This is an optimization exercise on Yosys and OpenROAD, whose aim is small area, a short achievable clock period and few clock cycles, not a production implementation.
Where RTL was checked, it was by simulation tests only, not by an equivalence proof against the original.
Power and IR drop assume default switching activity.

## wip/harbor
Design fha_sponge, start of the top module:
module fha_sponge (
    input  wire        clk,
    input  wire        rst,         
    input  wire        bus_we,
    input  wire [1:0]  bus_addr,
    input  wire [31:0] bus_wdata,
    output reg  [31:0] bus_rdata
);
    localparam [3:0] ERR_NONE     = 4'h0;
    localparam [3:0] ERR_BUSY     = 4'h1;
    localparam [3:0] ERR_ILLEGAL  = 4'h2;
    localparam [3:0] ERR_CONFIG   = 4'h3;
    localparam [3:0] ERR_SEQUENCE = 4'h4;
    localparam [1:0] S_IDLE = 2'd0;    
    localparam [1:0] S_CMD  = 2'd1;    
    localparam [1:0] S_PERM = 2'd2;    
    localparam [1:0] S_INIT = 2'd3;    
    reg [1:0]    fsm;
    reg [14:0]   pend;    
    reg [2:0]    rnd;
    reg [2:0]    stp;
    reg [7:0]    soh;     
    reg [7:0]    s1oh;    
    reg          pre;     
    reg [63:0]   xl;      
    reg [63:0]   f1a;     
    reg [63:0]   f1r;     
    reg [511:0]  ra;      
    reg [511:0]  rb;      
    reg [2:0]    aoff;
    reg [2:0]    boff;
    reg          rot_a;   
    reg          rot_b;   
    reg [63:0]   tacc;
    reg [63:0]   a0r;
    reg [63:0]   b0r;
    reg [63:0]   b1r;
  ...
Settings: LEC_CHECK=0, ABC_CLOCK_PERIOD_IN_PS=9000, CAP_MARGIN=30, CORE_MARGIN=2, CORE_UTILIZATION=40, CTS_CLUSTER_DIAMETER=70, CTS_CLUSTER_SIZE=35, SLEW_MARGIN=30; clock period 20.0 ns.
standard.sh (not shown) runs the stock make flow with config.mk's settings and CLKGATE_MAP_FILE= SYNTH_SCRIPT=/design/flow/synth_recipe.tcl, a recipe that flattens the netlist after the stock synthesis.
==> flow/flow/run.sh <==
#!/bin/bash
# Standard layout, with timing repair aiming for a setup slack of 11 ns
# (a tighter target than the 20 ns clock) so the achieved period improves.
set -euo pipefail
bash standard.sh SETUP_SLACK_MARGIN=11 finish > layout.log 2>&1
Testbench counts of wip/harbor, summed over its fixed seeds: cycles 36,595.
Setup changes, wip/harbor to wip/garnet
- removing CTS_CLUSTER_DIAMETER (formerly 70)
- removing CTS_CLUSTER_SIZE (formerly 35)
==> flow/flow/run.sh <==
#!/bin/bash
# Standard layout, with timing repair aiming for a setup slack of 11 ns
# (a tighter target than the 20 ns clock) so the achieved period improves.
set -euo pipefail
bash standard.sh SETUP_SLACK_MARGIN=11.6 finish > layout.log 2>&1
[summary]
- In summary, wip/garnet completed successfully, with a layout that passed the timing, DRC and antenna checks.
- Clock skew, wip/garnet and wip/harbor: larger value in wip/garnet
- Looking at standard cell with the maximum stage delay on the critical path, the ha_4 result is from wip/garnet; the a22oi_1 one comes from wip/harbor.
- Changes observed in wip/garnet relative to wip/harbor: first-iteration DRC count down 70; sequential cell area flat; layout-stage area growth over the synthesis result up 3.7 points; sequential share of power down 2.9 points.
Modified inputs, wip/raven compared to wip/garnet
- setting CTS_CLUSTER_DIAMETER to 60 for the first time
- changing CORE_UTILIZATION from 40 to 45
- setting CTS_CLUSTER_SIZE to 25 for the first time
==> flow/flow/run.sh <==
#!/bin/bash
# Standard layout, with timing repair aiming for a setup slack of 11.3 ns
# (a tighter target than the 20 ns clock) so the achieved period improves.
set -euo pipefail
bash standard.sh SETUP_SLACK_MARGIN=11.3 finish > layout.log 2>&1
[summary]
- wip/raven gives less ratio of cells with drive above 1 in the final layout than wip/garnet did.
- Critical path launch point = bus_addr[0]: wip/raven; critical path launch point = bus_addr[1]: wip/garnet
- Taking wip/garnet as the reference, in wip/raven DRC marker count from the first detailed-route iteration grew by about 2%; peak clock frequency supported by timing went up by 0.73%; transition time at the pin with the least slew margin fell by 23 ps; area of the core region now smaller; share of total power in the clock network went down by 3.9 points.
- Measured against each other, wip/garnet and wip/raven differ in global-route wire length before repair, the lower figure coming from wip/raven.

========
== yarrow ==
fha_sponge again, from the RTL that the note above started with.
## fha_sponge
module fha_sponge (
    input  wire        clk,
    input  wire        rst,         
    input  wire        bus_we,
    input  wire [1:0]  bus_addr,
    input  wire [31:0] bus_wdata,
    output reg  [31:0] bus_rdata
);
==> flow/config.mk <==
export PLATFORM = sky130hd
export DESIGN_NAME = fha_sponge
export DESIGN_NICKNAME = fha_sponge
export VERILOG_FILES = /design/flow/design.v
export SDC_FILE = /design/flow/constraint.sdc
export NUM_CORES = 8
export LEC_CHECK = 0
export ABC_CLOCK_PERIOD_IN_PS = 9000
export CAP_MARGIN = 30
export CORE_MARGIN = 2
export CORE_UTILIZATION = 40
export SLEW_MARGIN = 30
==> flow/constraint.sdc <==
create_clock -name core_clock -period 20.0 [get_ports {clk}]
set_input_delay 4.0000 -clock core_clock [delete_from_list [all_inputs] [get_ports {clk}]]
set_output_delay 4.0000 -clock core_clock [all_outputs]
set_load 0.01 [all_outputs]
==> flow/flow/run.sh <==
#!/bin/bash
# Standard layout, with timing repair aiming for a setup slack of 11 ns
# (a tighter target than the 20 ns clock) so the achieved period improves.
set -euo pipefail
bash standard.sh SETUP_SLACK_MARGIN=10.5 finish > layout.log 2>&1
Testbench counts of yarrow, summed over its fixed seeds: cycles 36,595.
diff inputs: yarrow => tundra
- ABC_AREA: unset -> 1
- CTS_CLUSTER_DIAMETER: unset -> 60
- CTS_CLUSTER_SIZE: unset -> 25
==> flow/flow/run.sh <==
#!/bin/bash
# Standard layout, with timing repair aiming for a setup slack of 11 ns
# (a tighter target than the 20 ns clock) so the achieved period improves.
set -euo pipefail
bash standard.sh SETUP_SLACK_MARGIN=11 finish > layout.log 2>&1
==> summary.txt <==
Relative to yarrow, number of DRC markers in iteration 0 has gone down in tundra. | post-synthesis compound-gate area fraction | tundra vs yarrow | 2.2 points lower |. yarrow → tundra: period utilization saw a decrease; detailed-routed wire length on met2 went up; post-synthesis adder-cell area fraction closely matched the old numbers. tundra ended up with simple AND/OR/NAND/NOR gates as its largest family of logic cells by synthesized area; yarrow ended up with compound AO/OA/AOI/OAI gates.
> inputs changed (tundra -> violet)
- removing ABC_AREA (formerly 1)
Notes after the runs:
violet reached the end of the flow, and the finished layout is clean on the timing, DRC and antenna checks.
A largest family of logic cells by synthesized area of simple AND/OR/NAND/NOR gates is what tundra shows, while compound AO/OA/AOI/OAI gates belongs to violet.
Diff tundra -> violet: maximum single-stage delay on the critical path now sits lower, die area shrank by about 1.8%, area used by multi-input combinational logic climbed 470 sq um, count of clock-net buffers in the final layout saw a decrease, portion of total power attributed to the clock network decreased by 19 points relative to the old numbers.
violet has static leakage below what tundra had.
| hold slack | violet vs tundra | better |
Relative to tundra, the area of all placed cells without fillers measured on violet has decreased by a few percent.
In violet relative to tundra, via count of the first global-routing pass had gone down by a little under 10%.
What xenon does differently from violet at the input level:
- clearing CTS_CLUSTER_DIAMETER, which used to be 60
- swapping 40 for 50 in CORE_UTILIZATION
- clearing CTS_CLUSTER_SIZE, which used to be 25
Results
Looking at via count across xenon and violet, the one that comes out lower is violet.
Across xenon and violet, the outcome is the same: a clean finish for every run.
xenon vs violet on fraction of area in registers: xenon is the lower one.
Summary of the comparison: fraction of the cycle the final worst path needs is higher in xenon, relative to violet.
Die area, xenon and violet, higher one = violet.
[xenon] layout overhead on the synthesized area rose 0.57 points relative to violet
Summary of xenon over violet: total of hold buffers inserted after clock tree synthesis ~0 delta, non-clock buffer count -8.2%, area of the multi-input gates +about 0.7%.

========
== run A ==
fha_sponge, a different RTL version from the one above (not shown whole).
For scale: about 1400 flip-flops, roughly 69 I/O pins, ~0.076 mm² of cells after synthesis.
==> flow/config.mk <==
export PLATFORM = sky130hd
export DESIGN_NAME = fha_sponge
export DESIGN_NICKNAME = fha_sponge
export VERILOG_FILES = /design/flow/design.v
export SDC_FILE = /design/flow/constraint.sdc
export NUM_CORES = 8
export LEC_CHECK = 0
export ABC_CLOCK_PERIOD_IN_PS = 9000
export CAP_MARGIN = 30
export CORE_MARGIN = 2
export CORE_UTILIZATION = 40
export SLEW_MARGIN = 30
==> flow/constraint.sdc <==
create_clock -name core_clock -period 20.0 [get_ports {clk}]
set_input_delay 4.0000 -clock core_clock [delete_from_list [all_inputs] [get_ports {clk}]]
set_output_delay 4.0000 -clock core_clock [all_outputs]
set_load 0.01 [all_outputs]
==> flow/flow/run.sh <==
#!/bin/bash
# Standard layout, with timing repair aiming for a setup slack of 8 ns
# (a tighter target than the 20 ns clock) so the achieved period improves.
set -euo pipefail
bash standard.sh SETUP_SLACK_MARGIN=8 finish > layout.log 2>&1
Run A finished every stage and its layout cleared the timing, DRC and antenna checks.
Testbench counts of run A, summed over its fixed seeds: cycles 35,470.
Edits applied to the flow inputs when going from run A to run B:
==> flow/flow/run.sh <==
#!/bin/bash
# Standard layout, with timing repair aiming for a setup slack of 11 ns
# (a tighter target than the 20 ns clock) so the achieved period improves.
set -euo pipefail
bash standard.sh SETUP_SLACK_MARGIN=11 finish > layout.log 2>&1
==> comparison <==
Relative to run A, the number of stages on the worst setup path measured on run B has decreased by more than 10%. Comparing run A against run B, there is no change at all in max-capacitance violation count. Critical path's largest stage delay delta for run B relative to run A: 0.20 ns higher. Diff run A and run B: worst hold margin lower in run A. Run B vs. run A: clock input transition at the sequential cells of the worst setup and hold paths has remained practically unchanged; total power rose by about 14%; latest clock arrival within the worst-skew pair picked up an extra 0.02 ns. | global placer's final weighted congestion | higher: run B |. The lower part of the total power dissipated in the clock network of run A and run B is in run B.
Changes in run C relative to run B:
==> flow/run.sh (new file) <==
#!/bin/bash
# synth_recipe.tcl (not shown) runs the flow's synth.tcl, then flattens the netlist and writes it again
# the make line also repeats each setting of config.mk as NAME=value (left out here)
make -C /OpenROAD-flow-scripts/flow DESIGN_CONFIG=/design/flow/config.mk WORK_HOME=/design/flow/orfs CLKGATE_MAP_FILE= SYNTH_SCRIPT=/design/flow/synth_recipe.tcl finish
removed: flow/flow/run.sh
removed: flow/standard.sh
[summary]
Timing, DRC, antenna: 0 failures across run B and run C. Run comparison: run B worst setup path endpoint rb[24]$_DFF_P_; run C worst setup path endpoint rb[388]$_DFFE_PN_. Of run B and run C, the higher worst-case setup slack after placement belongs to run B. Post-cts sizing count: run C vs run B down 515. Going from run B to run C, slack of the critical path has decreased; clock share of power has increased; net switching power has decreased. Route | run C vs run B | wire shorter in run C.

========
Setup of north:
fha_sponge with an RTL version that a note above also has.
Size in the first run: about 7000 cells after synthesis, roughly 1500 flip-flops, about 69 I/O pins, ~0.079 mm^2 of cells after synthesis.
==> flow/config.mk <==
export PLATFORM = sky130hd
export DESIGN_NAME = fha_sponge
export DESIGN_NICKNAME = fha_sponge
export VERILOG_FILES = /design/flow/design.v
export SDC_FILE = /design/flow/constraint.sdc
export NUM_CORES = 8
export LEC_CHECK = 0
export ABC_CLOCK_PERIOD_IN_PS = 9000
export CAP_MARGIN = 10
export CORE_MARGIN = 2
export CORE_UTILIZATION = 40
export CTS_CLUSTER_DIAMETER = 60
export CTS_CLUSTER_SIZE = 25
export SLEW_MARGIN = 10
==> flow/constraint.sdc <==
create_clock -name core_clock -period 20.0 [get_ports {clk}]
set_input_delay 4.0000 -clock core_clock [delete_from_list [all_inputs] [get_ports {clk}]]
set_output_delay 4.0000 -clock core_clock [all_outputs]
set_load 0.01 [all_outputs]
==> flow/flow/run.sh <==
#!/bin/bash
# Standard layout, with timing repair aiming for a setup slack of 11.3 ns
# (a tighter target than the 20 ns clock) so the achieved period improves.
set -euo pipefail
bash standard.sh SETUP_SLACK_MARGIN=11.3 finish > layout.log 2>&1
Testbench counts of north, summed over its fixed seeds: cycles 36,595.
Modified inputs, south compared to north
- CAP_MARGIN: 10 -> 30
- CTS_CLUSTER_DIAMETER: 60 -> unset
- SLEW_MARGIN: 10 -> 30
- CTS_CLUSTER_SIZE: 25 -> unset
==> flow/flow/run.sh <==
#!/bin/bash
# Standard layout, with timing repair aiming for a setup slack of 11 ns
# (a tighter target than the 20 ns clock) so the achieved period improves.
set -euo pipefail
bash standard.sh SETUP_SLACK_MARGIN=11 finish > layout.log 2>&1
## What came out
The combinational power was comparable across south and north.
Looking only at final cell area excluding filler cells, and setting everything else aside, the lower value of south and north goes to north.
Looking at net switching power figure, south sits below north.
Routed via count in south is 434 higher than in north
Core utilization: south higher than north
Compared with north, south shows first-pass GRT wire length that has gone down slightly.
The area used by multi-input combinational logic on south is in line with that on north.
~same latest clock arrival within the worst-skew pair in south and north
north vs south, capture point of the critical path: bus_rdata[12] vs bus_rdata[10]
Changes in east relative to south:
- CTS_CLUSTER_DIAMETER newly set to 60
- CTS_CLUSTER_SIZE newly set to 25
==> flow/flow/run.sh <==
#!/bin/bash
# Standard layout, with timing repair aiming for a setup slack of 11.3 ns
# (a tighter target than the 20 ns clock) so the achieved period improves.
set -euo pipefail
bash standard.sh SETUP_SLACK_MARGIN=11.3 finish > layout.log 2>&1
### Flow results
- Delta(amount of wire on met2 after detailed routing, east - south) > 0
- Per the comparison of east with south, post-route worst setup slack now sits higher; routed wire length now sits higher; clock network power now sits lower.
- As far as share of flip-flops with an asynchronous set or reset after synthesis goes, east and south are indistinguishable; the numbers are identical.
Here is what was changed in the inputs of west compared with east.
==> flow/flow/run.sh <==
#!/bin/bash
# Standard layout, with timing repair aiming for a setup slack of 11 ns
# (a tighter target than the 20 ns clock) so the achieved period improves.
set -euo pipefail
bash standard.sh SETUP_SLACK_MARGIN=11.6 finish > layout.log 2>&1
==> comparison <==
Going from east to west, routing usage on met3 increased 1.5 points, cell count after placement did not really move, clock-buffer cell count saw a decrease.
diff inputs: west => middle
==> flow/flow/run.sh <==
#!/bin/bash
# Standard layout, with timing repair aiming for a setup slack of 11 ns
# (a tighter target than the 20 ns clock) so the achieved period improves.
set -euo pipefail
bash standard.sh SETUP_SLACK_MARGIN=11.3 finish > layout.log 2>&1
--- outcome ---
- Against west, middle reports a relative area change from synthesis to final layout that is lower.
- Compared middle vs west, and overall track demand over capacity in global routing is down in middle.
- Changes observed in middle relative to west: number of buffers inserted during clock tree synthesis grew by about 4.5%, total wire length after detailed routing lost about 1.2%, net load switching power higher.
- Comparing middle and west, the higher count of antenna diodes in the layout is on west.
- | static leakage | west vs middle | ≈ equal |
- middle ended with more portion of total power attributed to the clock network than west.
- Count of clock-buffer cells in the layout up about 3.3% in middle wrt west

========
Another version of the RTL of fha_sponge (not shown whole).
For scale: ~1500 flip-flops, roughly 69 I/O pins, ~79000 sq um of cells after synthesis.
==> flow/design.v (excerpt) <==
module fha_sponge (
    input  wire        clk,
    input  wire        rst,         
    input  wire        bus_we,
    input  wire [1:0]  bus_addr,
    input  wire [31:0] bus_wdata,
    output reg  [31:0] bus_rdata
);
export LEC_CHECK = 0
export ABC_CLOCK_PERIOD_IN_PS = 9000
export CAP_MARGIN = 30
export CORE_MARGIN = 2
export CORE_UTILIZATION = 40
export CTS_BUF_LIST = sky130_fd_sc_hd__clkbuf_8
export SLEW_MARGIN = 30
create_clock -name core_clock -period 20.0 [get_ports {clk}]
==> flow/flow/run.sh <==
#!/bin/bash
# Standard layout, with timing repair aiming for a setup slack of 11 ns
# (a tighter target than the 20 ns clock) so the achieved period improves.
set -euo pipefail
bash standard.sh SETUP_SLACK_MARGIN=11 finish > layout.log 2>&1
The first run completed without violations.
Edit:
- CTS_BUF_LIST: sky130_fd_sc_hd__clkbuf_8 -> default
What happened: Clock power goes up by 12%. Routed wire length drops by 0.48%. Combinational power barely changes. Non-clock buffer count increases by 3. Cell area is higher by 0.69%.
No run of this note included a check of the RTL's function; only the layout flow was run.

-- port drivers added, routing unchanged --
Ports are ideal in the flow. The routed layouts listed here were re-timed in OpenROAD.
Step 1 sets driving cells, clkbuf_16 on the clock port and buf_2 on the other inputs (assumed; they add their load-dependent delay and slew).
Step 2 times the ports against the registers' clock, not the clock port: input delays grow and output delays shrink by t, the midpoint of the rising clock arrivals with the driver on.
a / b / c = ideal / step 1 / step 2; a / b = the first two.
run	shift t [ns]	setup WS [ns]	worst setup path after step 2	latest minus earliest clock arrival (ns)	pins driven straight from the clock port
wip/harbor	0.871	11.055 / 11.032 / 10.403	input to register	0.071 / 0.071	1
wip/garnet	0.906	11.073 / 11.002 / 10.810	input to register	0.085 / 0.085	1
wip/raven	0.902	11.138 / 11.073 / 10.557	input to register	0.067 / 0.066	1
yarrow	0.906	10.571 / 10.549 / 9.935	input to register	0.071 / 0.072	1
tundra	0.912	11.059 / 11.026 / 10.433	input to register	0.066 / 0.066	1
violet	0.917	11.078 / 11.056 / 10.236	input to register	0.066 / 0.067	1
xenon	0.887	10.991 / 10.995 / 10.108	input to register	0.067 / 0.066	1
run A	0.906	8.557 / 8.557 / 8.557	register to register	0.056 / 0.056	1
run B	0.907	10.137 / 10.137 / 10.108	input to register	0.076 / 0.076	1
run C	0.907	7.622 / 7.622 / 7.622	register to register	0.107 / 0.107	1
north	0.902	11.142 / 11.090 / 10.507	input to register	0.088 / 0.089	1
south	0.926	11.075 / 11.053 / 10.251	input to register	0.061 / 0.060	1
east	0.908	11.155 / 11.095 / 10.468	input to register	0.073 / 0.073	1
west	0.872	11.074 / 11.003 / 10.797	input to register	0.060 / 0.060	1
middle	0.908	11.155 / 11.095 / 10.468	input to register	0.073 / 0.073	1
the first run of note 5	1.108	10.903 / 10.903 / 10.140	input to register	0.103 / 0.103	1
the second run of note 5	0.919	10.875 / 10.875 / 10.288	input to register	0.074 / 0.074	1
After both steps every run listed still meets setup and hold. The setup slack of xenon, which loses most, moves by +0.004 ns with the drivers and by -0.883 ns with both steps.
